Context: an optimization exercise on an open-source flow, tuned for small area, a short achievable clock period and few clock cycles. The choices shown serve that exercise and are no tape-out recipe. The RTL was checked by simulation tests, not by an equivalence proof against the original design.

==> flow/flow/run.sh <==
#!/bin/bash
set -euo pipefail
bash standard.sh SETUP_SLACK_MARGIN=8.5 finish > make_finish.log 2>&1
==> flow/standard.sh <==
#!/bin/bash
# synth_recipe.tcl (not shown) runs the flow's synth.tcl, then flattens the netlist and writes it again
# the make line also repeats each setting of config.mk as NAME=value (left out here)
make -C /OpenROAD-flow-scripts/flow DESIGN_CONFIG=/design/flow/config.mk WORK_HOME=/design/flow/orfs CLKGATE_MAP_FILE= SYNTH_SCRIPT=/design/flow/synth_recipe.tcl "${@:-finish}"
==> flow/config.mk <==
export PLATFORM = sky130hd
export DESIGN_NAME = vpha_hash
export DESIGN_NICKNAME = vpha_hash
export VERILOG_FILES = /design/flow/design.v
export SDC_FILE = /design/flow/constraint.sdc
export NUM_CORES = 4
export LEC_CHECK = 0
export ABC_CLOCK_PERIOD_IN_PS = 4500
export CAP_MARGIN = 20
export CORE_MARGIN = 2
export CORE_UTILIZATION = 60
export CTS_CLUSTER_DIAMETER = 100
export CTS_CLUSTER_SIZE = 22
export SLEW_MARGIN = 20
export TNS_END_PERCENT = 0
==> flow/constraint.sdc <==
create_clock -name core_clock -period 12.0 [get_ports {clk}]
set_input_delay 2.4000 -clock core_clock [delete_from_list [all_inputs] [get_ports {clk}]]
set_output_delay 2.4000 -clock core_clock [all_outputs]
set_load 0.01 [all_outputs]
==> flow/design.v <==
module vpha_hash (
    input  wire         clk,
    input  wire         rst,        
    input  wire         start,      
    input  wire [31:0]  len,        
    output reg          busy,
    output reg          done,
    output wire [31:0]  result,
    output reg          rd_req,
    output wire [31:0]  rd_addr,    
    output wire [5:0]   rd_len,     
    input  wire         rd_ready,
    input  wire         rd_valid,
    input  wire [255:0] rd_data     
);
    reg [31:0]  h;             
    reg [1:0]   m;             
    reg [27:0]  blk;           
    reg [27:0]  rhi;           
    reg [3:0]   llo;           
    reg [2:0]   qlast;         
    reg         nslot;         
    reg         fdone;         
    reg         flast;         
    reg         fin;           
    reg         outst;         
    reg         lds;           
    reg [127:0] buf0, buf1;    
    reg [1:0]   full;          
    reg [4:0]   rlen;          
    reg [2:0]   p;             
    reg         pdone;         
    reg [23:0]  prev;          
    reg [31:0]  x0, x1;        
    reg         xv, xl;        
    assign result  = h;
    assign rd_addr = {blk, 4'd0};
    assign rd_len  = {1'b0, rlen};
    wire [255:0] bufw = {buf1, buf0};
    wire [31:0]  w    = bufw[32*p +: 32];
    wire [7:0] w0 = w[7:0],    w1 = w[15:8],  w2 = w[23:16], w3 = w[31:24];
    wire [7:0] p1 = prev[7:0], p2 = prev[15:8], p3 = prev[23:16];
    reg  [7:0] v0, v1, v2, v3;
    always @(*) begin
        case (m)
            2'd0:    begin v0 = w0; v1 = w1; v2 = w2; v3 = w3; end
            2'd1:    begin v0 = p3; v1 = w0; v2 = w1; v3 = w2; end
            2'd2:    begin v0 = p2; v1 = p3; v2 = w0; v3 = w1; end
            default: begin v0 = p1; v1 = p2; v2 = p3; v3 = w0; end
        endcase
    end
    wire [31:0] x0_n, x1_n;
    wire [31:0] h_n;
    vpha_word_sum  u_ws (.v0(v0), .v1(v1), .v2(v2), .v3(v3), .s0(x0_n), .s1(x1_n));
    vpha_state_sum u_ss (.h(h), .x0(x0), .x1(x1), .s(h_n));
    wire go    = busy & full[p[2]] & ~pdone;        
    wire wlast = fin & (p == qlast);                
    wire       vld    = rd_valid & outst;
    wire       full0a = vld & ~lds | full[0] & ~(go & (p == 3'd3));
    wire       full1a = vld &  lds | full[1] & ~(go & (p == 3'd7));
    wire [2:0] p_a    = go ? p + 3'd1 : p;
    wire       full0r = full[0] & ~(go & (p == 3'd3));
    wire       full1r = full[1] & ~(go & (p == 3'd7));
    wire       slot_free = nslot ? (~full1r | (p_a[2] & p_a[1]))
                                 : (~full0r | (~p_a[2] & p_a[1]));
    wire       can_req = busy & ~fdone & ~rd_req & (~outst | rd_valid) & slot_free;
    wire       r1     = (rhi == 28'd1);
    wire       r2     = (rhi == 28'd2);
    wire       last   = r1 | (r2 & (llo == 4'd0));    
    always @(posedge clk) begin
        xv <= go & ~rst;
        xl <= wlast;
        x0 <= x0_n;
        x1 <= x1_n;
    end
    always @(posedge clk) begin
        if (vld & ~lds) buf0 <= rd_data[127:0];
        if (vld &  lds) buf1 <= rd_data[127:0];
    end
    always @(posedge clk) begin
        if (rst) begin
            busy   <= 1'b0;
            done   <= 1'b0;
            rd_req <= 1'b0;
            outst  <= 1'b0;
            full   <= 2'b00;
            fdone  <= 1'b1;
            pdone  <= 1'b1;
        end else if (start & ~busy) begin
            done  <= (len == 32'd0);
            busy  <= (len != 32'd0);
            m     <= -len[1:0];
            case (len[1:0])
                2'd0:    h <= 32'h00000001;    
                2'd3:    h <= 32'hBDEF7BDF;    
                2'd2:    h <= 32'hCC520C41;    
                default: h <= 32'hD50AE79F;    
            endcase
            blk   <= 28'd0;
            rhi   <= len[31:4];
            llo   <= len[3:0];
            qlast <= len[4:2] - {2'b00, (len[1:0] == 2'd0)};
            nslot <= 1'b1;
            fin   <= 1'b0;
            full  <= 2'b00;
            p     <= 3'd0;
            pdone <= (len == 32'd0);
            prev  <= 24'd0;
            rd_req <= (len != 32'd0);
            rlen  <= (len[31:4] != 28'd0) ? 5'd16 : {1'b0, len[3:0]};
            lds   <= 1'b0;
            fdone <= (len[31:4] == 28'd0) | ((len[31:4] == 28'd1) & (len[3:0] == 4'd0));
            flast <= (len[31:4] == 28'd0) | ((len[31:4] == 28'd1) & (len[3:0] == 4'd0));
        end else begin
            if (go) begin
                prev <= w[31:8];
                p    <= p + 3'd1;
                if (wlast) pdone <= 1'b1;
            end
            if (xv) begin
                h <= h_n;
                if (xl) begin
                    busy <= 1'b0;
                    done <= 1'b1;
                end
            end
            full <= {full1a, full0a};
            if (vld) begin
                outst <= 1'b0;
                if (flast) fin <= 1'b1;
            end
            if (rd_req & rd_ready) begin
                rd_req <= 1'b0;
                outst  <= 1'b1;
            end
            if (can_req) begin
                rd_req <= 1'b1;
                rlen   <= r1 ? {1'b0, llo} : 5'd16;
                lds    <= nslot;
                nslot  <= ~nslot;
                flast  <= last;
                fdone  <= last;
                blk    <= blk + 28'd1;
                rhi    <= rhi - 28'd1;
            end
        end
    end
endmodule
module vpha_word_sum (
    input  wire [7:0] v0,
    input  wire [7:0] v1,
    input  wire [7:0] v2,
    input  wire [7:0] v3,
    output wire [31:0] s0,
    output wire [31:0] s1
);
    wire t_1 = 1'b1 ^ v1[5];
    wire t_2 = 1'b1 & v1[5];
    wire t_3 = 1'b1 ^ v1[6] ^ v2[1];
    wire t_4 = (1'b1 & v1[6]) | (1'b1 & v2[1]) | (v1[6] & v2[1]);
    wire t_5 = v3[6] ^ ~v0[1];
    wire t_6 = v3[6] & ~v0[1];
    wire t_7 = 1'b1 ^ v0[0] ^ v1[7];
    wire t_8 = (1'b1 & v0[0]) | (1'b1 & v1[7]) | (v0[0] & v1[7]);
    wire t_9 = v2[2] ^ v3[7] ^ ~v0[2];
    wire t_10 = (v2[2] & v3[7]) | (v2[2] & ~v0[2]) | (v3[7] & ~v0[2]);
    wire t_11 = ~v0[7] ^ ~v1[1];
    wire t_12 = ~v0[7] & ~v1[1];
    wire t_13 = v0[1] ^ v2[3];
    wire t_14 = v0[1] & v2[3];
    wire t_15 = 1'b1 ^ v0[0];
    wire t_16 = 1'b1 & v0[0];
    wire t_17 = v0[1] ^ v0[4];
    wire t_18 = v0[1] & v0[4];
    wire t_19 = 1'b1 ^ v0[2] ^ v0[5];
    wire t_20 = (1'b1 & v0[2]) | (1'b1 & v0[5]) | (v0[2] & v0[5]);
    wire t_21 = v1[2] ^ v2[7];
    wire t_22 = v1[2] & v2[7];
    wire t_23 = 1'b1 ^ v0[3] ^ v0[6];
    wire t_24 = (1'b1 & v0[3]) | (1'b1 & v0[6]) | (v0[3] & v0[6]);
    wire t_25 = 1'b1 ^ v1[1];
    wire t_26 = 1'b1 & v1[1];
    wire t_27 = v1[2] ^ v3[2];
    wire t_28 = v1[2] & v3[2];
    wire t_29 = v1[3] ^ v3[3];
    wire t_30 = v1[3] & v3[3];
    wire t_31 = v1[4] ^ v3[4];
    wire t_32 = v1[4] & v3[4];
    wire t_33 = v2[0] ^ v3[5] ^ ~v0[0];
    wire t_34 = (v2[0] & v3[5]) | (v2[0] & ~v0[0]) | (v3[5] & ~v0[0]);
    wire t_35 = ~v0[5] ^ ~v2[5];
    wire t_36 = ~v0[5] & ~v2[5];
    wire t_37 = ~v0[6] ^ ~v1[0] ^ ~v2[6];
    wire t_38 = (~v0[6] & ~v1[0]) | (~v0[6] & ~v2[6]) | (~v1[0] & ~v2[6]);
    wire t_39 = t_2 ^ t_5 ^ t_3;
    wire t_40 = (t_2 & t_5) | (t_2 & t_3) | (t_5 & t_3);
    wire t_41 = ~v2[7] ^ t_6 ^ t_11;
    wire t_42 = (~v2[7] & t_6) | (~v2[7] & t_11) | (t_6 & t_11);
    wire t_43 = t_4 ^ t_7 ^ t_9;
    wire t_44 = (t_4 & t_7) | (t_4 & t_9) | (t_7 & t_9);
    wire t_45 = ~v0[3] ^ ~v1[2] ^ t_12;
    wire t_46 = (~v0[3] & ~v1[2]) | (~v0[3] & t_12) | (~v1[2] & t_12);
    wire t_47 = t_13 ^ t_8 ^ t_10;
    wire t_48 = (t_13 & t_8) | (t_13 & t_10) | (t_8 & t_10);
    wire t_49 = 1'b1 ^ v0[2] ^ v2[4];
    wire t_50 = (1'b1 & v0[2]) | (1'b1 & v2[4]) | (v0[2] & v2[4]);
    wire t_51 = ~v0[4] ^ ~v1[3] ^ t_14;
    wire t_52 = (~v0[4] & ~v1[3]) | (~v0[4] & t_14) | (~v1[3] & t_14);
    wire t_53 = v0[3] ^ v1[0] ^ v2[5];
    wire t_54 = (v0[3] & v1[0]) | (v0[3] & v2[5]) | (v1[0] & v2[5]);
    wire t_55 = ~v0[5] ^ ~v1[4] ^ t_15;
    wire t_56 = (~v0[5] & ~v1[4]) | (~v0[5] & t_15) | (~v1[4] & t_15);
    wire t_57 = v1[1] ^ v2[6] ^ ~v0[6];
    wire t_58 = (v1[1] & v2[6]) | (v1[1] & ~v0[6]) | (v2[6] & ~v0[6]);
    wire t_59 = ~v1[5] ^ t_16 ^ t_17;
    wire t_60 = (~v1[5] & t_16) | (~v1[5] & t_17) | (t_16 & t_17);
    wire t_61 = ~v0[0] ^ ~v0[7] ^ ~v1[6];
    wire t_62 = (~v0[0] & ~v0[7]) | (~v0[0] & ~v1[6]) | (~v0[7] & ~v1[6]);
    wire t_63 = t_18 ^ t_21 ^ t_19;
    wire t_64 = (t_18 & t_21) | (t_18 & t_19) | (t_21 & t_19);
    wire t_65 = v1[3] ^ ~v0[1] ^ ~v1[7];
    wire t_66 = (v1[3] & ~v0[1]) | (v1[3] & ~v1[7]) | (~v0[1] & ~v1[7]);
    wire t_67 = t_22 ^ t_20 ^ t_23;
    wire t_68 = (t_22 & t_20) | (t_22 & t_23) | (t_20 & t_23);
    wire t_69 = v0[4] ^ v0[7] ^ v1[4];
    wire t_70 = (v0[4] & v0[7]) | (v0[4] & v1[4]) | (v0[7] & v1[4]);
    wire t_71 = ~v0[2] ^ t_24;
    wire t_72 = ~v0[2] & t_24;
    wire t_73 = 1'b1 ^ v0[0] ^ v0[5];
    wire t_74 = (1'b1 & v0[0]) | (1'b1 & v0[5]) | (v0[0] & v0[5]);
    wire t_75 = v1[5] ^ ~v0[3];
    wire t_76 = v1[5] & ~v0[3];
    wire t_77 = 1'b1 ^ v0[1] ^ v0[6];
    wire t_78 = (1'b1 & v0[1]) | (1'b1 & v0[6]) | (v0[1] & v0[6]);
    wire t_79 = v1[6] ^ ~v0[4];
    wire t_80 = v1[6] & ~v0[4];
    wire t_81 = v0[2] ^ v0[7] ^ v1[7];
    wire t_82 = (v0[2] & v0[7]) | (v0[2] & v1[7]) | (v0[7] & v1[7]);
    wire t_83 = v1[0] ^ v3[0];
    wire t_84 = v1[0] & v3[0];
    wire t_85 = v3[1] ^ ~v0[1] ^ ~v2[1];
    wire t_86 = (v3[1] & ~v0[1]) | (v3[1] & ~v2[1]) | (~v0[1] & ~v2[1]);
    wire t_87 = ~v0[2] ^ ~v2[2] ^ t_26;
    wire t_88 = (~v0[2] & ~v2[2]) | (~v0[2] & t_26) | (~v2[2] & t_26);
    wire t_89 = ~v0[3] ^ ~v2[3] ^ t_28;
    wire t_90 = (~v0[3] & ~v2[3]) | (~v0[3] & t_28) | (~v2[3] & t_28);
    wire t_91 = ~v0[4] ^ ~v2[4] ^ t_30;
    wire t_92 = (~v0[4] & ~v2[4]) | (~v0[4] & t_30) | (~v2[4] & t_30);
    wire t_93 = t_32 ^ t_1 ^ t_35;
    wire t_94 = (t_32 & t_1) | (t_32 & t_35) | (t_1 & t_35);
    wire t_95 = t_36 ^ t_34 ^ t_37;
    wire t_96 = (t_36 & t_34) | (t_36 & t_37) | (t_34 & t_37);
    wire t_97 = t_38 ^ t_41 ^ t_40;
    wire t_98 = (t_38 & t_41) | (t_38 & t_40) | (t_41 & t_40);
    wire t_99 = t_45 ^ t_42 ^ t_44;
    wire t_100 = (t_45 & t_42) | (t_45 & t_44) | (t_42 & t_44);
    wire t_101 = t_49 ^ t_46 ^ t_51;
    wire t_102 = (t_49 & t_46) | (t_49 & t_51) | (t_46 & t_51);
    wire t_103 = t_50 ^ t_53 ^ t_52;
    wire t_104 = (t_50 & t_53) | (t_50 & t_52) | (t_53 & t_52);
    wire t_105 = t_54 ^ t_57 ^ t_56;
    wire t_106 = (t_54 & t_57) | (t_54 & t_56) | (t_57 & t_56);
    wire t_107 = t_58 ^ t_61 ^ t_60;
    wire t_108 = (t_58 & t_61) | (t_58 & t_60) | (t_61 & t_60);
    wire t_109 = t_62 ^ t_65 ^ t_64;
    wire t_110 = (t_62 & t_65) | (t_62 & t_64) | (t_65 & t_64);
    wire t_111 = t_66 ^ t_69 ^ t_71;
    wire t_112 = (t_66 & t_69) | (t_66 & t_71) | (t_69 & t_71);
    wire t_113 = t_75 ^ t_70 ^ t_73;
    wire t_114 = (t_75 & t_70) | (t_75 & t_73) | (t_70 & t_73);
    wire t_115 = t_76 ^ t_79 ^ t_74;
    wire t_116 = (t_76 & t_79) | (t_76 & t_74) | (t_79 & t_74);
    wire t_117 = ~v0[5] ^ t_80 ^ t_78;
    wire t_118 = (~v0[5] & t_80) | (~v0[5] & t_78) | (t_80 & t_78);
    wire t_119 = v0[3] ^ ~v0[6];
    wire t_120 = v0[3] & ~v0[6];
    wire t_121 = ~v0[0] ^ ~v2[0];
    wire t_122 = ~v0[0] & ~v2[0];
    wire t_123 = t_84 ^ t_25 ^ t_85;
    wire t_124 = (t_84 & t_25) | (t_84 & t_85) | (t_25 & t_85);
    wire t_125 = t_27 ^ t_86 ^ t_87;
    wire t_126 = (t_27 & t_86) | (t_27 & t_87) | (t_86 & t_87);
    wire t_127 = t_29 ^ t_88 ^ t_89;
    wire t_128 = (t_29 & t_88) | (t_29 & t_89) | (t_88 & t_89);
    wire t_129 = t_31 ^ t_90 ^ t_91;
    wire t_130 = (t_31 & t_90) | (t_31 & t_91) | (t_90 & t_91);
    wire t_131 = t_33 ^ t_92 ^ t_93;
    wire t_132 = (t_33 & t_92) | (t_33 & t_93) | (t_92 & t_93);
    wire t_133 = t_94 ^ t_39 ^ t_95;
    wire t_134 = (t_94 & t_39) | (t_94 & t_95) | (t_39 & t_95);
    wire t_135 = t_96 ^ t_43 ^ t_97;
    wire t_136 = (t_96 & t_43) | (t_96 & t_97) | (t_43 & t_97);
    wire t_137 = t_47 ^ t_98 ^ t_99;
    wire t_138 = (t_47 & t_98) | (t_47 & t_99) | (t_98 & t_99);
    wire t_139 = t_48 ^ t_101 ^ t_100;
    wire t_140 = (t_48 & t_101) | (t_48 & t_100) | (t_101 & t_100);
    wire t_141 = t_55 ^ t_102 ^ t_103;
    wire t_142 = (t_55 & t_102) | (t_55 & t_103) | (t_102 & t_103);
    wire t_143 = t_59 ^ t_104 ^ t_105;
    wire t_144 = (t_59 & t_104) | (t_59 & t_105) | (t_104 & t_105);
    wire t_145 = t_63 ^ t_106 ^ t_107;
    wire t_146 = (t_63 & t_106) | (t_63 & t_107) | (t_106 & t_107);
    wire t_147 = t_67 ^ t_108 ^ t_109;
    wire t_148 = (t_67 & t_108) | (t_67 & t_109) | (t_108 & t_109);
    wire t_149 = t_68 ^ t_111 ^ t_110;
    wire t_150 = (t_68 & t_111) | (t_68 & t_110) | (t_111 & t_110);
    wire t_151 = t_72 ^ t_113 ^ t_112;
    wire t_152 = (t_72 & t_113) | (t_72 & t_112) | (t_113 & t_112);
    wire t_153 = t_77 ^ t_114 ^ t_115;
    wire t_154 = (t_77 & t_114) | (t_77 & t_115) | (t_114 & t_115);
    wire t_155 = t_81 ^ t_116 ^ t_117;
    wire t_156 = (t_81 & t_116) | (t_81 & t_117) | (t_116 & t_117);
    wire t_157 = t_119 ^ t_82 ^ t_118;
    wire t_158 = (t_119 & t_82) | (t_119 & t_118) | (t_82 & t_118);
    wire t_159 = v0[4] ^ ~v0[7] ^ t_120;
    wire t_160 = (v0[4] & ~v0[7]) | (v0[4] & t_120) | (~v0[7] & t_120);
    wire t_161 = 1'b1 ^ v0[5];
    wire t_162 = 1'b1 & v0[5];
    wire t_163 = 1'b1 ^ v0[6];
    wire t_164 = 1'b1 & v0[6];
    wire t_165 = 1'b1 ^ v0[7];
    wire t_166 = 1'b1 & v0[7];
    assign s0 = {1'b1, 1'b1, 1'b1, 1'b1, 1'b1, 1'b1, 1'b1, 1'b1, 1'b1, t_165, t_163, t_161, t_159, t_157, t_155, t_153, t_151, t_149, t_147, t_145, t_143, t_141, t_139, t_137, t_135, t_133, t_131, t_129, t_127, t_125, t_123, t_83};
    assign s1 = {1'b0, 1'b0, 1'b0, 1'b0, 1'b0, 1'b0, 1'b0, 1'b0, t_166, t_164, t_162, t_160, t_158, t_156, t_154, t_152, t_150, t_148, t_146, t_144, t_142, t_140, t_138, t_136, t_134, t_132, t_130, t_128, t_126, t_124, t_122, t_121};
endmodule
module vpha_state_sum (
    input  wire [31:0] h,
    input  wire [31:0] x0,
    input  wire [31:0] x1,
    output wire [31:0] s
);
    wire t_1 = h[17] ^ h[4];
    wire t_2 = h[17] & h[4];
    wire t_3 = h[18] ^ h[5] ^ x0[18];
    wire t_4 = (h[18] & h[5]) | (h[18] & x0[18]) | (h[5] & x0[18]);
    wire t_5 = h[19] ^ h[6] ^ x0[19];
    wire t_6 = (h[19] & h[6]) | (h[19] & x0[19]) | (h[6] & x0[19]);
    wire t_7 = h[0] ^ h[20] ^ h[7];
    wire t_8 = (h[0] & h[20]) | (h[0] & h[7]) | (h[20] & h[7]);
    wire t_9 = x0[20] ^ x1[20];
    wire t_10 = x0[20] & x1[20];
    wire t_11 = h[1] ^ h[21] ^ h[8];
    wire t_12 = (h[1] & h[21]) | (h[1] & h[8]) | (h[21] & h[8]);
    wire t_13 = x0[21] ^ x1[21] ^ ~h[10];
    wire t_14 = (x0[21] & x1[21]) | (x0[21] & ~h[10]) | (x1[21] & ~h[10]);
    wire t_15 = h[22] ^ h[2] ^ h[9];
    wire t_16 = (h[22] & h[2]) | (h[22] & h[9]) | (h[2] & h[9]);
    wire t_17 = x0[22] ^ x1[22] ^ ~h[11];
    wire t_18 = (x0[22] & x1[22]) | (x0[22] & ~h[11]) | (x1[22] & ~h[11]);
    wire t_19 = h[10] ^ h[23] ^ h[3];
    wire t_20 = (h[10] & h[23]) | (h[10] & h[3]) | (h[23] & h[3]);
    wire t_21 = x0[23] ^ x1[23] ^ ~h[12];
    wire t_22 = (x0[23] & x1[23]) | (x0[23] & ~h[12]) | (x1[23] & ~h[12]);
    wire t_23 = h[11] ^ h[24] ^ h[4];
    wire t_24 = (h[11] & h[24]) | (h[11] & h[4]) | (h[24] & h[4]);
    wire t_25 = x0[24] ^ x1[24] ^ ~h[13];
    wire t_26 = (x0[24] & x1[24]) | (x0[24] & ~h[13]) | (x1[24] & ~h[13]);
    wire t_27 = h[12] ^ h[25] ^ h[5];
    wire t_28 = (h[12] & h[25]) | (h[12] & h[5]) | (h[25] & h[5]);
    wire t_29 = x0[25] ^ x1[25] ^ ~h[14];
    wire t_30 = (x0[25] & x1[25]) | (x0[25] & ~h[14]) | (x1[25] & ~h[14]);
    wire t_31 = h[13] ^ h[26] ^ h[6];
    wire t_32 = (h[13] & h[26]) | (h[13] & h[6]) | (h[26] & h[6]);
    wire t_33 = x0[26] ^ x1[26] ^ ~h[15];
    wire t_34 = (x0[26] & x1[26]) | (x0[26] & ~h[15]) | (x1[26] & ~h[15]);
    wire t_35 = h[14] ^ h[27] ^ h[7];
    wire t_36 = (h[14] & h[27]) | (h[14] & h[7]) | (h[27] & h[7]);
    wire t_37 = x0[27] ^ x1[27] ^ ~h[10];
    wire t_38 = (x0[27] & x1[27]) | (x0[27] & ~h[10]) | (x1[27] & ~h[10]);
    wire t_39 = h[15] ^ h[28] ^ h[8];
    wire t_40 = (h[15] & h[28]) | (h[15] & h[8]) | (h[28] & h[8]);
    wire t_41 = x0[28] ^ x1[28] ^ ~h[11];
    wire t_42 = (x0[28] & x1[28]) | (x0[28] & ~h[11]) | (x1[28] & ~h[11]);
    wire t_43 = h[16] ^ h[29] ^ h[9];
    wire t_44 = (h[16] & h[29]) | (h[16] & h[9]) | (h[29] & h[9]);
    wire t_45 = x0[29] ^ x1[29] ^ ~h[12];
    wire t_46 = (x0[29] & x1[29]) | (x0[29] & ~h[12]) | (x1[29] & ~h[12]);
    wire t_47 = h[10] ^ h[17] ^ h[30];
    wire t_48 = (h[10] & h[17]) | (h[10] & h[30]) | (h[17] & h[30]);
    wire t_49 = x0[30] ^ x1[30] ^ ~h[13];
    wire t_50 = (x0[30] & x1[30]) | (x0[30] & ~h[13]) | (x1[30] & ~h[13]);
    wire t_51 = h[11] ^ h[18] ^ h[31];
    wire t_52 = (h[11] & h[18]) | (h[11] & h[31]) | (h[18] & h[31]);
    wire t_53 = x0[31] ^ x1[31] ^ ~h[14];
    wire t_54 = (x0[31] & x1[31]) | (x0[31] & ~h[14]) | (x1[31] & ~h[14]);
    wire t_55 = h[11] ^ x0[11];
    wire t_56 = h[11] & x0[11];
    wire t_57 = h[12] ^ x0[12] ^ x1[12];
    wire t_58 = (h[12] & x0[12]) | (h[12] & x1[12]) | (x0[12] & x1[12]);
    wire t_59 = h[0] ^ h[13] ^ x0[13];
    wire t_60 = (h[0] & h[13]) | (h[0] & x0[13]) | (h[13] & x0[13]);
    wire t_61 = x1[13] ^ ~h[2];
    wire t_62 = x1[13] & ~h[2];
    wire t_63 = h[14] ^ h[1] ^ x0[14];
    wire t_64 = (h[14] & h[1]) | (h[14] & x0[14]) | (h[1] & x0[14]);
    wire t_65 = x1[14] ^ ~h[3] ^ ~h[7];
    wire t_66 = (x1[14] & ~h[3]) | (x1[14] & ~h[7]) | (~h[3] & ~h[7]);
    wire t_67 = h[15] ^ h[2] ^ x0[15];
    wire t_68 = (h[15] & h[2]) | (h[15] & x0[15]) | (h[2] & x0[15]);
    wire t_69 = x1[15] ^ ~h[4] ^ ~h[8];
    wire t_70 = (x1[15] & ~h[4]) | (x1[15] & ~h[8]) | (~h[4] & ~h[8]);
    wire t_71 = h[16] ^ h[3] ^ x0[16];
    wire t_72 = (h[16] & h[3]) | (h[16] & x0[16]) | (h[3] & x0[16]);
    wire t_73 = x1[16] ^ ~h[5] ^ ~h[9];
    wire t_74 = (x1[16] & ~h[5]) | (x1[16] & ~h[9]) | (~h[5] & ~h[9]);
    wire t_75 = x0[17] ^ x1[17] ^ ~h[0];
    wire t_76 = (x0[17] & x1[17]) | (x0[17] & ~h[0]) | (x1[17] & ~h[0]);
    wire t_77 = ~h[10] ^ ~h[6] ^ t_1;
    wire t_78 = (~h[10] & ~h[6]) | (~h[10] & t_1) | (~h[6] & t_1);
    wire t_79 = x1[18] ^ ~h[11] ^ ~h[1];
    wire t_80 = (x1[18] & ~h[11]) | (x1[18] & ~h[1]) | (~h[11] & ~h[1]);
    wire t_81 = ~h[7] ^ t_2 ^ t_3;
    wire t_82 = (~h[7] & t_2) | (~h[7] & t_3) | (t_2 & t_3);
    wire t_83 = x1[19] ^ ~h[12] ^ ~h[2];
    wire t_84 = (x1[19] & ~h[12]) | (x1[19] & ~h[2]) | (~h[12] & ~h[2]);
    wire t_85 = ~h[8] ^ t_4 ^ t_5;
    wire t_86 = (~h[8] & t_4) | (~h[8] & t_5) | (t_4 & t_5);
    wire t_87 = ~h[13] ^ ~h[3] ^ ~h[9];
    wire t_88 = (~h[13] & ~h[3]) | (~h[13] & ~h[9]) | (~h[3] & ~h[9]);
    wire t_89 = t_9 ^ t_6 ^ t_7;
    wire t_90 = (t_9 & t_6) | (t_9 & t_7) | (t_6 & t_7);
    wire t_91 = ~h[14] ^ ~h[4] ^ t_10;
    wire t_92 = (~h[14] & ~h[4]) | (~h[14] & t_10) | (~h[4] & t_10);
    wire t_93 = t_8 ^ t_11 ^ t_13;
    wire t_94 = (t_8 & t_11) | (t_8 & t_13) | (t_11 & t_13);
    wire t_95 = ~h[15] ^ ~h[5] ^ t_12;
    wire t_96 = (~h[15] & ~h[5]) | (~h[15] & t_12) | (~h[5] & t_12);
    wire t_97 = t_14 ^ t_15 ^ t_17;
    wire t_98 = (t_14 & t_15) | (t_14 & t_17) | (t_15 & t_17);
    wire t_99 = ~h[16] ^ ~h[6] ^ t_16;
    wire t_100 = (~h[16] & ~h[6]) | (~h[16] & t_16) | (~h[6] & t_16);
    wire t_101 = t_18 ^ t_19 ^ t_21;
    wire t_102 = (t_18 & t_19) | (t_18 & t_21) | (t_19 & t_21);
    wire t_103 = ~h[17] ^ ~h[7] ^ t_20;
    wire t_104 = (~h[17] & ~h[7]) | (~h[17] & t_20) | (~h[7] & t_20);
    wire t_105 = t_22 ^ t_23 ^ t_25;
    wire t_106 = (t_22 & t_23) | (t_22 & t_25) | (t_23 & t_25);
    wire t_107 = ~h[18] ^ ~h[8] ^ t_24;
    wire t_108 = (~h[18] & ~h[8]) | (~h[18] & t_24) | (~h[8] & t_24);
    wire t_109 = t_26 ^ t_27 ^ t_29;
    wire t_110 = (t_26 & t_27) | (t_26 & t_29) | (t_27 & t_29);
    wire t_111 = ~h[19] ^ ~h[9] ^ t_28;
    wire t_112 = (~h[19] & ~h[9]) | (~h[19] & t_28) | (~h[9] & t_28);
    wire t_113 = t_30 ^ t_31 ^ t_33;
    wire t_114 = (t_30 & t_31) | (t_30 & t_33) | (t_31 & t_33);
    wire t_115 = ~h[16] ^ ~h[20] ^ t_32;
    wire t_116 = (~h[16] & ~h[20]) | (~h[16] & t_32) | (~h[20] & t_32);
    wire t_117 = t_34 ^ t_35 ^ t_37;
    wire t_118 = (t_34 & t_35) | (t_34 & t_37) | (t_35 & t_37);
    wire t_119 = ~h[17] ^ ~h[21] ^ t_36;
    wire t_120 = (~h[17] & ~h[21]) | (~h[17] & t_36) | (~h[21] & t_36);
    wire t_121 = t_38 ^ t_39 ^ t_41;
    wire t_122 = (t_38 & t_39) | (t_38 & t_41) | (t_39 & t_41);
    wire t_123 = ~h[18] ^ ~h[22] ^ t_40;
    wire t_124 = (~h[18] & ~h[22]) | (~h[18] & t_40) | (~h[22] & t_40);
    wire t_125 = t_42 ^ t_43 ^ t_45;
    wire t_126 = (t_42 & t_43) | (t_42 & t_45) | (t_43 & t_45);
    wire t_127 = ~h[19] ^ ~h[23] ^ t_44;
    wire t_128 = (~h[19] & ~h[23]) | (~h[19] & t_44) | (~h[23] & t_44);
    wire t_129 = t_46 ^ t_47 ^ t_49;
    wire t_130 = (t_46 & t_47) | (t_46 & t_49) | (t_47 & t_49);
    wire t_131 = ~h[20] ^ ~h[24] ^ t_48;
    wire t_132 = (~h[20] & ~h[24]) | (~h[20] & t_48) | (~h[24] & t_48);
    wire t_133 = t_50 ^ t_51 ^ t_53;
    wire t_134 = (t_50 & t_51) | (t_50 & t_53) | (t_51 & t_53);
    wire t_135 = h[7] ^ x0[7];
    wire t_136 = h[7] & x0[7];
    wire t_137 = h[8] ^ x0[8] ^ x1[8];
    wire t_138 = (h[8] & x0[8]) | (h[8] & x1[8]) | (x0[8] & x1[8]);
    wire t_139 = h[9] ^ x0[9] ^ x1[9];
    wire t_140 = (h[9] & x0[9]) | (h[9] & x1[9]) | (x0[9] & x1[9]);
    wire t_141 = h[10] ^ x0[10] ^ x1[10];
    wire t_142 = (h[10] & x0[10]) | (h[10] & x1[10]) | (x0[10] & x1[10]);
    wire t_143 = x1[11] ^ ~h[0] ^ ~h[4];
    wire t_144 = (x1[11] & ~h[0]) | (x1[11] & ~h[4]) | (~h[0] & ~h[4]);
    wire t_145 = ~h[1] ^ ~h[5] ^ t_56;
    wire t_146 = (~h[1] & ~h[5]) | (~h[1] & t_56) | (~h[5] & t_56);
    wire t_147 = ~h[6] ^ t_61 ^ t_58;
    wire t_148 = (~h[6] & t_61) | (~h[6] & t_58) | (t_61 & t_58);
    wire t_149 = t_62 ^ t_60 ^ t_63;
    wire t_150 = (t_62 & t_60) | (t_62 & t_63) | (t_60 & t_63);
    wire t_151 = t_64 ^ t_66 ^ t_67;
    wire t_152 = (t_64 & t_66) | (t_64 & t_67) | (t_66 & t_67);
    wire t_153 = t_68 ^ t_70 ^ t_71;
    wire t_154 = (t_68 & t_70) | (t_68 & t_71) | (t_70 & t_71);
    wire t_155 = t_72 ^ t_74 ^ t_75;
    wire t_156 = (t_72 & t_74) | (t_72 & t_75) | (t_74 & t_75);
    wire t_157 = t_76 ^ t_79 ^ t_78;
    wire t_158 = (t_76 & t_79) | (t_76 & t_78) | (t_79 & t_78);
    wire t_159 = t_80 ^ t_83 ^ t_82;
    wire t_160 = (t_80 & t_83) | (t_80 & t_82) | (t_83 & t_82);
    wire t_161 = t_84 ^ t_87 ^ t_86;
    wire t_162 = (t_84 & t_87) | (t_84 & t_86) | (t_87 & t_86);
    wire t_163 = t_88 ^ t_91 ^ t_90;
    wire t_164 = (t_88 & t_91) | (t_88 & t_90) | (t_91 & t_90);
    wire t_165 = t_92 ^ t_95 ^ t_94;
    wire t_166 = (t_92 & t_95) | (t_92 & t_94) | (t_95 & t_94);
    wire t_167 = t_96 ^ t_99 ^ t_98;
    wire t_168 = (t_96 & t_99) | (t_96 & t_98) | (t_99 & t_98);
    wire t_169 = t_100 ^ t_103 ^ t_102;
    wire t_170 = (t_100 & t_103) | (t_100 & t_102) | (t_103 & t_102);
    wire t_171 = t_104 ^ t_107 ^ t_106;
    wire t_172 = (t_104 & t_107) | (t_104 & t_106) | (t_107 & t_106);
    wire t_173 = t_108 ^ t_111 ^ t_110;
    wire t_174 = (t_108 & t_111) | (t_108 & t_110) | (t_111 & t_110);
    wire t_175 = t_112 ^ t_115 ^ t_114;
    wire t_176 = (t_112 & t_115) | (t_112 & t_114) | (t_115 & t_114);
    wire t_177 = t_116 ^ t_119 ^ t_118;
    wire t_178 = (t_116 & t_119) | (t_116 & t_118) | (t_119 & t_118);
    wire t_179 = t_120 ^ t_123 ^ t_122;
    wire t_180 = (t_120 & t_123) | (t_120 & t_122) | (t_123 & t_122);
    wire t_181 = t_124 ^ t_127 ^ t_126;
    wire t_182 = (t_124 & t_127) | (t_124 & t_126) | (t_127 & t_126);
    wire t_183 = t_128 ^ t_131 ^ t_130;
    wire t_184 = (t_128 & t_131) | (t_128 & t_130) | (t_131 & t_130);
    wire t_185 = h[0] ^ x0[0];
    wire t_186 = h[0] & x0[0];
    wire t_187 = h[1] ^ x0[1] ^ x1[1];
    wire t_188 = (h[1] & x0[1]) | (h[1] & x1[1]) | (x0[1] & x1[1]);
    wire t_189 = h[2] ^ x0[2] ^ x1[2];
    wire t_190 = (h[2] & x0[2]) | (h[2] & x1[2]) | (x0[2] & x1[2]);
    wire t_191 = h[3] ^ x0[3] ^ x1[3];
    wire t_192 = (h[3] & x0[3]) | (h[3] & x1[3]) | (x0[3] & x1[3]);
    wire t_193 = h[4] ^ x0[4] ^ x1[4];
    wire t_194 = (h[4] & x0[4]) | (h[4] & x1[4]) | (x0[4] & x1[4]);
    wire t_195 = h[5] ^ x0[5] ^ x1[5];
    wire t_196 = (h[5] & x0[5]) | (h[5] & x1[5]) | (x0[5] & x1[5]);
    wire t_197 = h[6] ^ x0[6] ^ x1[6];
    wire t_198 = (h[6] & x0[6]) | (h[6] & x1[6]) | (x0[6] & x1[6]);
    wire t_199 = x1[7] ^ ~h[0] ^ t_135;
    wire t_200 = (x1[7] & ~h[0]) | (x1[7] & t_135) | (~h[0] & t_135);
    wire t_201 = ~h[1] ^ t_136 ^ t_137;
    wire t_202 = (~h[1] & t_136) | (~h[1] & t_137) | (t_136 & t_137);
    wire t_203 = ~h[2] ^ t_138 ^ t_139;
    wire t_204 = (~h[2] & t_138) | (~h[2] & t_139) | (t_138 & t_139);
    wire t_205 = ~h[3] ^ t_140 ^ t_141;
    wire t_206 = (~h[3] & t_140) | (~h[3] & t_141) | (t_140 & t_141);
    wire t_207 = t_55 ^ t_142 ^ t_143;
    wire t_208 = (t_55 & t_142) | (t_55 & t_143) | (t_142 & t_143);
    wire t_209 = t_144 ^ t_57 ^ t_145;
    wire t_210 = (t_144 & t_57) | (t_144 & t_145) | (t_57 & t_145);
    wire t_211 = t_59 ^ t_146 ^ t_147;
    wire t_212 = (t_59 & t_146) | (t_59 & t_147) | (t_146 & t_147);
    wire t_213 = t_65 ^ t_148 ^ t_149;
    wire t_214 = (t_65 & t_148) | (t_65 & t_149) | (t_148 & t_149);
    wire t_215 = t_69 ^ t_150 ^ t_151;
    wire t_216 = (t_69 & t_150) | (t_69 & t_151) | (t_150 & t_151);
    wire t_217 = t_73 ^ t_152 ^ t_153;
    wire t_218 = (t_73 & t_152) | (t_73 & t_153) | (t_152 & t_153);
    wire t_219 = t_77 ^ t_154 ^ t_155;
    wire t_220 = (t_77 & t_154) | (t_77 & t_155) | (t_154 & t_155);
    wire t_221 = t_156 ^ t_81 ^ t_157;
    wire t_222 = (t_156 & t_81) | (t_156 & t_157) | (t_81 & t_157);
    wire t_223 = t_85 ^ t_158 ^ t_159;
    wire t_224 = (t_85 & t_158) | (t_85 & t_159) | (t_158 & t_159);
    wire t_225 = t_89 ^ t_160 ^ t_161;
    wire t_226 = (t_89 & t_160) | (t_89 & t_161) | (t_160 & t_161);
    wire t_227 = t_93 ^ t_162 ^ t_163;
    wire t_228 = (t_93 & t_162) | (t_93 & t_163) | (t_162 & t_163);
    wire t_229 = t_97 ^ t_164 ^ t_165;
    wire t_230 = (t_97 & t_164) | (t_97 & t_165) | (t_164 & t_165);
    wire t_231 = t_101 ^ t_166 ^ t_167;
    wire t_232 = (t_101 & t_166) | (t_101 & t_167) | (t_166 & t_167);
    wire t_233 = t_105 ^ t_168 ^ t_169;
    wire t_234 = (t_105 & t_168) | (t_105 & t_169) | (t_168 & t_169);
    wire t_235 = t_109 ^ t_170 ^ t_171;
    wire t_236 = (t_109 & t_170) | (t_109 & t_171) | (t_170 & t_171);
    wire t_237 = t_113 ^ t_172 ^ t_173;
    wire t_238 = (t_113 & t_172) | (t_113 & t_173) | (t_172 & t_173);
    wire t_239 = t_117 ^ t_174 ^ t_175;
    wire t_240 = (t_117 & t_174) | (t_117 & t_175) | (t_174 & t_175);
    wire t_241 = t_121 ^ t_176 ^ t_177;
    wire t_242 = (t_121 & t_176) | (t_121 & t_177) | (t_176 & t_177);
    wire t_243 = t_125 ^ t_178 ^ t_179;
    wire t_244 = (t_125 & t_178) | (t_125 & t_179) | (t_178 & t_179);
    wire t_245 = t_129 ^ t_180 ^ t_181;
    wire t_246 = (t_129 & t_180) | (t_129 & t_181) | (t_180 & t_181);
    wire t_247 = t_133 ^ t_182 ^ t_183;
    wire t_248 = (t_133 & t_182) | (t_133 & t_183) | (t_182 & t_183);
    assign s = {t_247, t_245, t_243, t_241, t_239, t_237, t_235, t_233, t_231, t_229, t_227, t_225, t_223, t_221, t_219, t_217, t_215, t_213, t_211, t_209, t_207, t_205, t_203, t_201, t_199, t_197, t_195, t_193, t_191, t_189, t_187, x1[0]} + {t_246, t_244, t_242, t_240, t_238, t_236, t_234, t_232, t_230, t_228, t_226, t_224, t_222, t_220, t_218, t_216, t_214, t_212, t_210, t_208, t_206, t_204, t_202, t_200, t_198, t_196, t_194, t_192, t_190, t_188, t_186, t_185};
endmodule
==> results of run 1 <==
cell usage in the layout (no fill, tap or decap), types with 14 or more instances in the layout:
| master | instances |
|---|---|
| nand2_1 | 163 |
| mux2_2 | 17 |
| inv_1 | 229 |
| dfxtp_1 | 57 |
| xnor2_1 | 50 |
| clkbuf_16 | 25 |
| o21ai_0 | 67 |
| clkbuf_1 | 17 |
| edfxtp_1 | 388 |
| fa_1 | 156 |
| mux4_2 | 64 |
| nor2_1 | 95 |
| buf_4 | 67 |
| nor4_1 | 15 |
| clkdlybuf4s50_1 | 232 |
| ha_4 | 14 |
| mux2i_1 | 32 |
| ha_1 | 60 |
| nor3_1 | 16 |
| a21oi_1 | 61 |
| nand3_1 | 37 |
| xor2_1 | 27 |
| a21o_1 | 25 |
sequential cells by signal, summed over array words and instances (netlist names), 2 cells and up:
name and cells:
p 3, h 32, rhi 28, full 2
buf1 128, m 2, x1 24, x0 23
blk 28, prev 24, llo 3, rlen 5
qlast 3, buf0 128
through the flow:
stage	hold slack (ns)	instances	cell area [um^2]	util, %
after floorplan	0.446	1859	24300	-
after global placement	0.461	2558	27100	68.0
after detailed placement	0.464	2558	27100	68.0
after CTS	0.489	2661	28700	72.0
after global routing	0.521	2667	28800	72.3
final	0.489	2667	28800	72.3
kinds of logic (layout without fill, tap and decap cells):
logic type,count (synthesis),in the layout,share of synthesized area (%)
xor gates and xnor gates,77,77,2.78
adders and majority gates,235,235,17.1
buffers and inverters,325,605,5.23
and+or+nand+nor,415,418,7.86
AOI/OAI and AO/OA,242,242,6.15
DFF,445,445,52.7
other,1,5,0.0155
muxes,115,115,8.14
routing by layer:
layer	share of wire [%]	wire [um]	track usage, %	up-vias
met3	4.8	2730	3.58	117
met2	51	28800	48.4	445
met1	40	22800	35.0	7633
met5	0	0	0	-
li1	-	-	-	7014
met4	4.2	2410	9.74	0
critical path, cell delays in order (launching register included):
cell        delay (ns)
edfxtp_1          0.55
clkinvlp_4        0.20
fa_1              0.48
fa_2              0.38
fa_1              0.46
fa_1              0.52
inv_2             0.05
ha_4              0.31
inv_4             0.05
nor4_4            0.33
buf_4             0.20
a221oi_4          0.06
buf_4             0.15
nand3_1           0.07
a21boi_0          0.10
o31a_1            0.28
what timing repair did:
| item | 4_1_cts | 5_1_grt |
|---|---|---|
| hold endpoints to repair | 0 | 0 |
| setup buffers | 55 | 5 |
| gates resized for setup | 97 | 14 |
| gates cloned | 4 | 1 |
| pin swaps | 42 | 19 |
| hold buffers | 0 | 0 |
| setup endpoints to repair | 628 | 623 |
area by class of cell:
| class | count | area, um^2 | share of cell area, % |
|---|---|---|---|
| inverter | 248 | 945 | 3.28 |
| tap | 525 | 657 | 2.28 |
| sequential | 445 | 12800 | 44.4 |
| clock buffer | 41 | 664 | 2.31 |
| multi-input combinational | 1092 | 10600 | 36.9 |
| clock inverter | 3 | 50.0 | 0.174 |
| timing repair buffer | 313 | 3060 | 10.6 |
path summary, 6_finish.rpt:
path | slack [ns] | cells past startpoint | end | from
worst max-delay path | 7.56 | 15 | h[30] | h[0]
worst min-delay path | 0.49 | 2 | fdone | fdone
worst max register to register | 7.56 | 15 | h[30] | h[0]
worst min register to register | 0.49 | 2 | fdone | fdone
==> reports/summary.txt, run 1 <==
CTS root buffer = clkbuf_16
1st-iter DRT viols = 1156
Synthesized cell area = 24300 um^2
Number of diodes = 0
Crit path max fanout = 5
Final min period = 4.44 ns
Cell Rows = 73
Vias per inst = 5.70
Detailed-route via count = 15200
Yosys top cell area share = 48.0%
Netlist cell types = 71
Max_slew headroom = 29.1%
Syn Area/Cell = 13.1 um^2
Status = timing/DRC/antenna clean
Hold WC Path Type = reg -> reg
Synth area leaders = edfxtp_1 48%, fa_1 13%, mux4_2 5.9%
GR Overflow Total = 0
Post-synth top area cell = edfxtp_1
Most instantiated cells after synthesis = 388 x edfxtp_1, 246 x inv_1, 164 x nand2_1
IO Pins = 366
Area grow syn2layout = 18.7%
Worst Setup End Kind = flip-flop
Synthesis-stage register bit count = 445
FFs w/ async S/R, synth = 0%
CTS Buf Count = 24
Number of global-route vias before repair = 15900
Ratio of cells with drive above 1 in the final layout = 12.7%
Critical Path RT = 12.35 ns
Wirelength per Cell = 21.3 um
Largest net degree at the start of global routing = 86
Global-route wire length before repair = 87600 um
Slew @ Worst Pin = 1.06 ns
Die Ht = 205 um
RD Place Congestion = 0.954
Clk sinks = 445
Post-synth EDFFs = 388
Sum Neg Setup Slack = 0 ns
F_max = 0.225 GHz
Clock transition at path regs = 0.10 ns
Detail Route Antenna Nets = 0
Initial Util = 60.9%
Register area share after synthesis = 52.7%
DP Wirelength = 39600 um
Ys Warns = 1
Pre-CTS setup slack = 5.99 ns
Setup WS post-layout = 7.56 ns
Die Wd = 205 um
Final hold vios = 0
Main flop type after synthesis = edfxtp_1
Setup violators final = 0
Crit path arrival time = 4.79 ns
Count of input and output buffers = 232
Residual DRC = 0
Initial antenna violation count = 0
Total Wirelength = 56800 um
NumNets Final = 2652
Clock Latency Late Sink = 0.59 ns
Gr usage total = 27.4%
Die area = 42000 um^2
Setup CP Type = reg -> reg
RSZ-0062 raised after global routing = yes
Clock Skews = 0.0267 ns
TritonCTS clock tree = built
Top-count cell post-synth = edfxtp_1
Number of max-cap violations = 0
Startpoint Class = flip-flop
H-tree lvl count = 1
Tcrit/Tclk final = 37.0%
TritonRoute pass-1 iters = 5
Slew Viols, Final = 0
Core area = 39800 um^2
Filler cells = 2769
Clock Tree Buf Depth = 3
Cells after Synth = 1855
Testbench counts, summed over its fixed seeds: cycles 23,130.
==> inputs of run 2 (changes only) <==
--- a/flow/config.mk
+++ b/flow/config.mk
@@ -7,3 +7,3 @@
 export LEC_CHECK = 0
-export ABC_CLOCK_PERIOD_IN_PS = 4500
+export ABC_CLOCK_PERIOD_IN_PS = 3000
 export CAP_MARGIN = 20
@@ -11,4 +11,4 @@
 export CORE_UTILIZATION = 60
-export CTS_CLUSTER_DIAMETER = 100
-export CTS_CLUSTER_SIZE = 22
+export CTS_CLUSTER_DIAMETER = 80
+export CTS_CLUSTER_SIZE = 26
 export SLEW_MARGIN = 20
==> reports/summary.txt, run 2 <==
Status = timing/DRC/antenna clean
Cells after Synth = 1855 (unchanged)
Synthesis-stage register bit count = 445 (unchanged)
Yosys top cell area share = 48.0% (unchanged)
Tcrit/Tclk final = 36.7% (-0.30 points)
Startpoint Class = flip-flop
Slew Viols, Final = 0 (unchanged)
Vias per inst = 5.68 (-0.38%)
Worst Setup End Kind = output pin
Crit path launch = h[6]
Start point of the worst hold path = fdone
R2r startpoint = h[0]
CTS root buffer = clkbuf_16
Global-route wire length before repair = 87700 um (about the same)
Most instantiated cells after synthesis = 388 x edfxtp_1, 246 x inv_1, 164 x nand2_1
FFs w/ async S/R, synth = 0% (unchanged)
Commonest non-fill, non-tap cell in the layout = edfxtp_1
Main flop type after synthesis = edfxtp_1
Register area share after synthesis = 52.7% (unchanged)
NumNets Final = 2660 (+0.30%)
GR Overflow Total = 0 (unchanged)
Crit path arrival time = 2.01 ns (-2.78 ns)
Synthesized cell area = 24300 um^2 (unchanged)
Core area = 39800 um^2 (unchanged)
IO Pins = 366 (unchanged)
Ys Warns = 1 (unchanged)
Filler cells = 2745 (-0.87%)
Die area = 42000 um^2 (unchanged)
Critical Path RT = 9.60 ns (-2.75 ns)
Placed inst area = 27100 um^2 (unchanged)
RD Place Congestion = 0.954 (unchanged)
Detail Route Antenna Nets = 0 (unchanged)
CTS Buf Count = 26 (+8.3%)
Clock Tree Buf Depth = 3 (unchanged)
Setup CP Type = reg -> out
Register area = 12800 um^2 (unchanged)
Clk sinks = 445 (unchanged)
Initial antenna violation count = 0 (unchanged)
Post-synth EDFFs = 388 (unchanged)
Crit path max fanout = 4 (-1)
Synth area leaders = edfxtp_1 48%, fa_1 13%, mux4_2 5.9%
Top-count cell post-synth = edfxtp_1
Hold_ws = 0.484 ns (-0.00496 ns)
DP Wirelength = 39600 um (unchanged)
Number of max-cap violations = 0 (unchanged)
Die Wd = 205 um (unchanged)
Sum Neg Setup Slack = 0 ns (unchanged)
Clock Skews = 0.0197 ns (-0.00700 ns)
Slew @ Worst Pin = 1.03 ns (-0.0298 ns)
Ratio of cells with drive above 1 in the final layout = 14.0% (+1.3 points)
H-tree lvl count = 1 (unchanged)
Number of diodes = 0 (unchanged)
RSZ-0062 raised after global routing = yes
Netlist cell types = 71 (unchanged)
Largest net degree at the start of global routing = 86 (unchanged)
TritonCTS clock tree = built
Final instance area = 29000 um^2 (+0.73%)
Setup violators final = 0 (unchanged)
Syn Area/Cell = 13.1 um^2 (unchanged)
1st-iter DRT viols = 1225 (+6.0%)
Post-synth top area cell = edfxtp_1
Clock transition at path regs = 0.09 ns (about the same)
Multi-input logic area = 10600 um^2 (+0.13%)
Count of input and output buffers = 232 (unchanged)
Final hold vios = 0 (unchanged)
Area grow syn2layout = 19.5%
Initial Util = 60.9% (unchanged)
Wirelength per Cell = 21.2 um (-0.49%)
Clock Latency Late Sink = 0.59 ns (about the same)
Commonest cells after routing, fill and taps aside = 388 x edfxtp_1, 230 x clkdlybuf4s50_1, 226 x inv_1
Gr usage total = 27.5% (+0.085 points)
Final min period = 4.41 ns (-0.0364 ns)
Number of global-route vias before repair = 15900 (+0.013%)
Die Ht = 205 um (unchanged)
F_max = 0.227 GHz (+0.83%)
Hold WC Path Type = reg -> reg
TritonRoute pass-1 iters = 7 (+2)
Largest regs = buf0 (128), buf1 (128), h (32)
Cell Rows = 73 (unchanged)
Residual DRC = 0 (unchanged)
R2R Setup Slk = 7.60 ns (+0.04 ns)
Total Wirelength = 56600 um (-0.30%)
Detailed-route via count = 15200 (-0.19%)
Max_slew headroom = 31.2% (+2.1 points)
==> run 2: changes by cell type in the layout (fill, tap and decap cells not counted), moves of 2 or more <==
cell,change
clkbuf_1,-16
fa_2,+4
inv_4,+2
buf_6,+3
clkinv_8,+4
inv_1,-3
inv_12,+4
clkdlybuf4s50_1,-2
inv_2,+2
buf_4,+5
fa_1,-4
dlygate4sd2_1,+2
==> run 2: layer usage <==
| layer | routed length [um] | share of wire (%) | track usage (%) |
|---|---|---|---|
| met1 | 22500 | 40 | 34.9 |
| met2 | 29000 | 51 | 48.7 |
| met3 | 2910 | 5.1 | 3.93 |
| met4 | 2220 | 3.9 | 9.30 |
| met5 | 0 | 0 | 0 |
==> run 2: through the flow <==
step	setup slack (ns)	util [%]	instances
2_1_floorplan	7.23	-	1859
3_3_place_gp	5.96	68.0	2558
3_5_place_dp	5.99	68.0	2558
4_1_cts	7.67	72.6	2665
5_1_grt	7.52	72.8	2672
6_report	7.59	72.8	2672
==> run 2: layout make-up <==
cell class	instances	share of cell area, %
tap	525	2.27
timing repair buffer	319	10.6
inverter	248	3.27
clock inverter	16	0.794
clock buffer	27	2.26
multi-input combinational	1092	36.7
sequential	445	44.1
==> run 2: worst paths after layout <==
path          endpoint  cells after the start
min              fdone                      2
max          result[6]                      3
max reg2reg      h[28]                     13
min reg2reg      fdone                      2
==> run 2: timing repair <==
item | in CTS | in global routing
resized for setup | 108 | 16
hold buffers | 0 | 0
gates cloned | 4 | 0
buffers inserted | 60 | 7
endpoints found under the hold margin | 0 | 0
pin swaps | 59 | 15
setup endpoints to repair | 610 | 623
==> run 2: cell families (layout without fill, tap and decap cells) <==
kind of cell / after synthesis / count (layout) / share of synthesized area (%)
mux: 115 / 115 / 8.14
compound gates: 242 / 242 / 6.15
fa+ha+maj: 235 / 235 / 17.1
xor+xnor: 77 / 77 / 2.78
simple gates: 415 / 418 / 7.86
flops: 445 / 445 / 52.7
buf+inv: 325 / 610 / 5.23
other cells: 1 / 5 / 0.0155
==> run 2: critical path, cell delays in order (launching register included) <==
cell and delay, ns:
edfxtp_1 0.55, buf_4 0.17, buf_4 0.16, clkdlybuf4s50_1 0.55
==> inputs of run 3 (changes only) <==
==> flow/flow/run.sh (replaced) <==
#!/bin/bash
set -euo pipefail
bash standard.sh SETUP_SLACK_MARGIN=9.0 finish > make_finish.log 2>&1
--- a/flow/config.mk
+++ b/flow/config.mk
@@ -11,4 +11,4 @@
 export CORE_UTILIZATION = 60
-export CTS_CLUSTER_DIAMETER = 80
-export CTS_CLUSTER_SIZE = 26
+export CTS_CLUSTER_DIAMETER = 100
+export CTS_CLUSTER_SIZE = 22
 export SLEW_MARGIN = 20
==> reports/summary.txt, run 3 <==
Tcrit/Tclk final = 37.0% (+0.30 points)
1st-iter DRT viols = 1156 (-5.6%)
RSZ-0062 raised after global routing = yes
Setup violators final = 0 (unchanged)
Commonest cells after routing, fill and taps aside = 388 x edfxtp_1, 232 x clkdlybuf4s50_1, 229 x inv_1
Initial Util = 60.9% (unchanged)
Worst Setup End Kind = flip-flop
Clock Latency Late Sink = 0.59 ns (about the same)
Final instance area = 28800 um^2 (-0.72%)
Die Ht = 205 um (unchanged)
Synth area leaders = edfxtp_1 48%, fa_1 13%, mux4_2 5.9%
Final min period = 4.44 ns (+0.0364 ns)
CTS root buffer = clkbuf_16
Crit path arrival time = 4.79 ns (+2.78 ns)
Syn Area/Cell = 13.1 um^2 (unchanged)
Top-count cell post-synth = edfxtp_1
Post-synth top area cell = edfxtp_1
Filler cells = 2769 (+0.87%)
Count of input and output buffers = 232 (unchanged)
Post-synth EDFFs = 388 (unchanged)
Netlist cell types = 71 (unchanged)
TritonRoute pass-1 iters = 5 (-2)
CTS Buf Count = 24 (-7.7%)
Initial antenna violation count = 0 (unchanged)
Gr usage total = 27.4% (-0.085 points)
Number of diodes = 0 (unchanged)
Placed inst area = 27100 um^2 (unchanged)
Critical Path RT = 12.35 ns (+2.75 ns)
Final hold vios = 0 (unchanged)
Total Wirelength = 56800 um (+0.30%)
Residual DRC = 0 (unchanged)
Hold WC Path Type = reg -> reg
Cells after Synth = 1855 (unchanged)
GR Overflow Total = 0 (unchanged)
Detail Route Antenna Nets = 0 (unchanged)
Commonest non-fill, non-tap cell in the layout = edfxtp_1
Core area = 39800 um^2 (unchanged)
Cell Rows = 73 (unchanged)
Die Wd = 205 um (unchanged)
Register area share after synthesis = 52.7% (unchanged)
Largest regs = buf0 (128), buf1 (128), h (32)
Slew @ Worst Pin = 1.06 ns (+0.0298 ns)
Detailed-route via count = 15200 (+0.19%)
Ys Warns = 1 (unchanged)
Hold buffer count at CTS = 0 (unchanged)
Area grow syn2layout = 18.7%
Die area = 42000 um^2 (unchanged)
DP Wirelength = 39600 um (unchanged)
NumNets Final = 2652 (-0.30%)
Slew Viols, Final = 0 (unchanged)
Crit path max fanout = 5 (+1)
FFs w/ async S/R, synth = 0% (unchanged)
Synthesized cell area = 24300 um^2 (unchanged)
Clock Skews = 0.0267 ns (+0.00700 ns)
Clock transition at path regs = 0.10 ns (about the same)
Number of max-cap violations = 0 (unchanged)
Global-route wire length before repair = 87600 um (about the same)
RD Place Congestion = 0.954 (unchanged)
H-tree lvl count = 1 (unchanged)
Yosys top cell area share = 48.0% (unchanged)
Hold_ws = 0.489 ns (+0.00496 ns)
TritonCTS clock tree = built
Wirelength per Cell = 21.3 um (+0.49%)
Status = timing/DRC/antenna clean
Clock Tree Buf Depth = 3 (unchanged)
Main flop type after synthesis = edfxtp_1
Largest net degree at the start of global routing = 86 (unchanged)
Ratio of cells with drive above 1 in the final layout = 12.7% (-1.3 points)
Number of global-route vias before repair = 15900 (-0.013%)
Vias per inst = 5.70 (+0.38%)
Startpoint Class = flip-flop
Max_slew headroom = 29.1% (-2.1 points)
Setup CP Type = reg -> reg
Sum Neg Setup Slack = 0 ns (unchanged)
Synthesis-stage register bit count = 445 (unchanged)
IO Pins = 366 (unchanged)
Fin util = 72.3% (-0.53 points)
Most instantiated cells after synthesis = 388 x edfxtp_1, 246 x inv_1, 164 x nand2_1
Clk sinks = 445 (unchanged)
F_max = 0.225 GHz (-0.82%)
## run 3: cell counts after synthesis
Identical to the previous run, type by type.
## run 3: cell families after synthesis
family,Yosys count,synth area share (%)
other,1,0.0155
flip-flops,445,52.7
buffers and inverters,325,5.23
adder cells (fa/ha/maj),235,17.1
XOR/XNOR,77,2.78
AO/OA/AOI/OAI,242,6.15
AND/OR/NAND/NOR,415,7.86
multiplexers,115,8.14
## run 3: cell type report
cell class,instances,area (um^2),share of cell area [%]
tap,525,657,2.28
sequential,445,12800,44.4
timing repair buffer,313,3060,10.6
inverter,248,945,3.28
clock buffer,41,664,2.31
clock inverter,3,50.0,0.174
multi-input combinational,1092,10600,36.9
## run 3: routing by layer
metal,GRT usage [%],share of wire (%)
met3,3.58,4.8
met5,0,0
met4,9.74,4.2
met2,48.4,51
met1,35.0,40
## run 3: what timing repair did
action | in CTS | in global routing
setup buffers | 55 | 5
gates resized for setup | 97 | 14
hold endpoints to repair | 0 | 0
cloned | 4 | 1
pin swaps | 42 | 19
setup endpoints to repair | 638 | 631
## run 3: worst paths after layout
kind	start	endpoint	slack (ns)	cells after the start
worst min-delay path	fdone	fdone	0.49	2
worst max-delay path	h[0]	h[30]	7.56	15
worst min register to register	fdone	fdone	0.49	2
worst max register to register	h[0]	h[30]	7.56	15
## run 3: worst max-delay path, cell delays in order, from the launching register on
cell	delay [ns]
edfxtp_1	0.55
clkinvlp_4	0.20
fa_1	0.48
fa_2	0.38
fa_1	0.46
fa_1	0.52
inv_2	0.05
ha_4	0.31
inv_4	0.05
nor4_4	0.33
buf_4	0.20
a221oi_4	0.06
buf_4	0.15
nand3_1	0.07
a21boi_0	0.10
o31a_1	0.28
## run 3: per-stage QoR
stage	std cells	worst slack [ns]
after floorplan	1859	7.23
after global placement	2558	5.96
after detailed placement	2558	5.99
after CTS	2661	7.62
after global routing	2667	7.48
final	2667	7.56
==> inputs of run 4 (changes only) <==
==> flow/flow/run.sh (replaced) <==
#!/bin/bash
set -euo pipefail
bash standard.sh SETUP_SLACK_MARGIN=8.5 finish > make_finish.log 2>&1
--- a/flow/config.mk
+++ b/flow/config.mk
@@ -8,3 +8,3 @@
 export ABC_CLOCK_PERIOD_IN_PS = 3000
-export CAP_MARGIN = 20
+export CAP_MARGIN = 5
 export CORE_MARGIN = 2
@@ -13,3 +13,3 @@
 export CTS_CLUSTER_SIZE = 22
-export SLEW_MARGIN = 20
+export SLEW_MARGIN = 5
 export TNS_END_PERCENT = 0
==> reports/summary.txt, run 4 <==
Number of diodes = 0 (unchanged)
Setup CP Type = reg -> reg
NumNets Final = 2652 (unchanged)
Core area = 39800 um^2 (unchanged)
Largest regs = buf0 (128), buf1 (128), h (32)
Main flop type after synthesis = edfxtp_1
Netlist cell types = 71 (unchanged)
Status = timing/DRC/antenna clean
Gr usage total = 27.4% (unchanged)
Wirelength per Cell = 21.3 um (unchanged)
CP top delay family = adder cells
Number of global-route vias before repair = 15900 (unchanged)
Commonest cells after routing, fill and taps aside = 388 x edfxtp_1, 232 x clkdlybuf4s50_1, 229 x inv_1
CP peak stage delay = 0.55 ns (about the same)
Cell Rows = 73 (unchanged)
Die Ht = 205 um (unchanged)
Slowest cell on the critical path = edfxtp_1
FFs w/ async S/R, synth = 0% (unchanged)
Clock Tree Buf Depth = 3 (unchanged)
Commonest non-fill, non-tap cell in the layout = edfxtp_1
Clock transition at path regs = 0.10 ns (about the same)
Startpoint Class = flip-flop
Post-synth top area cell = edfxtp_1
IO Pins = 366 (unchanged)
Detailed-route via count = 15200 (unchanged)
Residual DRC = 0 (unchanged)
Start point of the worst hold path = fdone
Number of max-cap violations = 0 (unchanged)
Die area = 42000 um^2 (unchanged)
Register area = 12800 um^2 (unchanged)
Clock Latency Late Sink = 0.59 ns (about the same)
Clk sinks = 445 (unchanged)
Hold Crit Depth = 2 (unchanged)
Worst Setup End Kind = flip-flop
Filler cells = 2769 (unchanged)
Setup WS post-layout = 7.56 ns (unchanged)
Register area share after synthesis = 52.7% (unchanged)
Synthesized cell area = 24300 um^2 (unchanged)
Detail Route Antenna Nets = 0 (unchanged)
Largest net degree at the start of global routing = 86 (unchanged)
Count of input and output buffers = 232 (unchanged)
Top-count cell post-synth = edfxtp_1
1st-iter DRT viols = 1156 (unchanged)
F_max = 0.225 GHz (unchanged)
Slew @ Worst Pin = 1.06 ns (unchanged)
Hold_ws = 0.489 ns (unchanged)
Cells after Synth = 1855 (unchanged)
Buffers plus inverters on the worst setup path = 5 (unchanged)
Syn Area/Cell = 13.1 um^2 (unchanged)
Synthesis-stage register bit count = 445 (unchanged)
WHS Endpoint = fdone
Fin util = 72.3% (unchanged)
RD Place Congestion = 0.954 (unchanged)
Pre-CTS setup slack = 5.99 ns (unchanged)
Total Wirelength = 56800 um (unchanged)
R2R Setup Slk = 7.56 ns (about the same)
Yosys top cell area share = 48.0% (unchanged)
R2r startpoint = h[0]
Vias per inst = 5.70 (unchanged)
Post-synth EDFFs = 388 (unchanged)
Area grow syn2layout = 18.7% (unchanged)
Die Wd = 205 um (unchanged)
DP Wirelength = 39600 um (unchanged)
H-tree lvl count = 1 (unchanged)
Initial antenna violation count = 0 (unchanged)
CTS Buf Count = 24 (unchanged)
CTS root buffer = clkbuf_16
TritonRoute pass-1 iters = 5 (unchanged)
Most instantiated cells after synthesis = 388 x edfxtp_1, 246 x inv_1, 164 x nand2_1
Reg2Reg Depth = 15 (unchanged)
Critical Path RT = 12.35 ns (about the same)
RSZ-0062 raised after global routing = yes
Max_slew headroom = 29.1% (unchanged)
Setup violators final = 0 (unchanged)
Sum Neg Setup Slack = 0 ns (unchanged)
Multi-input logic area = 10600 um^2 (unchanged)
Final min period = 4.44 ns (unchanged)
Initial Util = 60.9% (unchanged)
GR Overflow Total = 0 (unchanged)
TritonCTS clock tree = built
Global-route wire length before repair = 87600 um (unchanged)
Clock Skews = 0.0267 ns (unchanged)
R2r endpoint = h[30]
Tcrit/Tclk final = 37.0% (unchanged)
Crit path top cell by count = fa_1
Final hold vios = 0 (unchanged)
Crit path arrival time = 4.79 ns (about the same)
Ratio of cells with drive above 1 in the final layout = 12.7% (unchanged)
Crit path max fanout = 5 (unchanged)
Slew Viols, Final = 0 (unchanged)
Hold WC Path Type = reg -> reg
Worst-path cell chain = clkinvlp_4, fa_1, fa_2, fa_1, fa_1, inv_2, ha_4, inv_4, nor4_4, buf_4, a221oi_4, buf_4, nand3_1, a21boi_0, o31a_1
Synth area leaders = edfxtp_1 48%, fa_1 13%, mux4_2 5.9%
Ys Warns = 1 (unchanged)
run 4: cell counts after synthesis:
Identical to the previous run, type by type.
run 4: worst max path at each step:
stage | start | slack, ns | depth (start not counted) | endpoint
after floorplan | rd_valid | 7.23 | 2 | buf0[0]
after global placement | start | 5.96 | 6 | blk[26]
after detailed placement | start | 5.99 | 6 | blk[23]
after CTS | h[0] | 7.62 | 14 | h[26]
after global routing | h[0] | 7.48 | 15 | h[30]
final | h[0] | 7.56 | 15 | h[30]
run 4: area by class of cell:
cell class | count | share of cell area [%]
clock buffer | 41 | 2.31
clock inverter | 3 | 0.174
tap | 525 | 2.28
sequential | 445 | 44.4
multi-input combinational | 1092 | 36.9
inverter | 248 | 3.28
timing repair buffer | 313 | 10.6
run 4: what timing repair did:
item | CTS | global route
setup buffers | 55 | 5
pin swaps | 42 | 19
gates cloned | 4 | 1
hold buffers | 0 | 0
setup endpoints to repair | 628 | 623
resized for setup | 97 | 14
run 4: through the flow:
stage	cell area [um^2]	cells
global placement	27100	2558
CTS	28700	2661
finish	28800	2667
detailed placement	27100	2558
global route	28800	2667
floorplan	24300	1859
run 4: cells by family after synthesis:
logic type / synth area share (%)
DFF: 52.7
adders and majority gates: 17.1
muxes: 8.14
buffers and inverters: 5.23
and+or+nand+nor: 7.86
other: 0.0155
xor gates and xnor gates: 2.78
AOI/OAI and AO/OA: 6.15
run 4: worst min-delay path, cell delays in order, from the launching register on:
cell and delay, ns:
dfxtp_1 0.34, mux2i_1 0.07, nand2_1 0.06
run 4: routing by layer:
metal  up-vias  track usage, %  part of all wire, %
met5         -               0                    0
met4         0            9.74                  4.2
met3       117            3.58                  4.8
met2       445            48.4                   51
met1      7633            35.0                   40
li1       7014               -                    -

static timing again, ports no longer ideal:
Ports are ideal in the flow. The routed layouts listed here were re-timed in OpenROAD.
Step 1 sets driving cells, clkbuf_16 on the clock port and buf_2 on the other inputs (assumed; they add their load-dependent delay and slew).
Step 2, shift: input delay + t, output delay - t, t = (earliest + latest rising clock arrival at the registers) / 2. This alone moves slack from input paths to output paths.
Slacks: ideal / step 1 / step 2; pairs: ideal / step 1.
| run | t, ns | setup slack, ns | worst setup path at the end |
|---|---|---|---|
| run 1 | 0.633 | 7.557 / 7.557 / 7.034 | input to register |
| run 2 | 0.641 | 7.593 / 7.532 / 7.070 | input to register |
| run 3 | 0.633 | 7.557 / 7.557 / 7.034 | input to register |
| run 4 | 0.633 | 7.557 / 7.557 / 7.034 | input to register |
After both steps setup and hold are still met in every run listed.
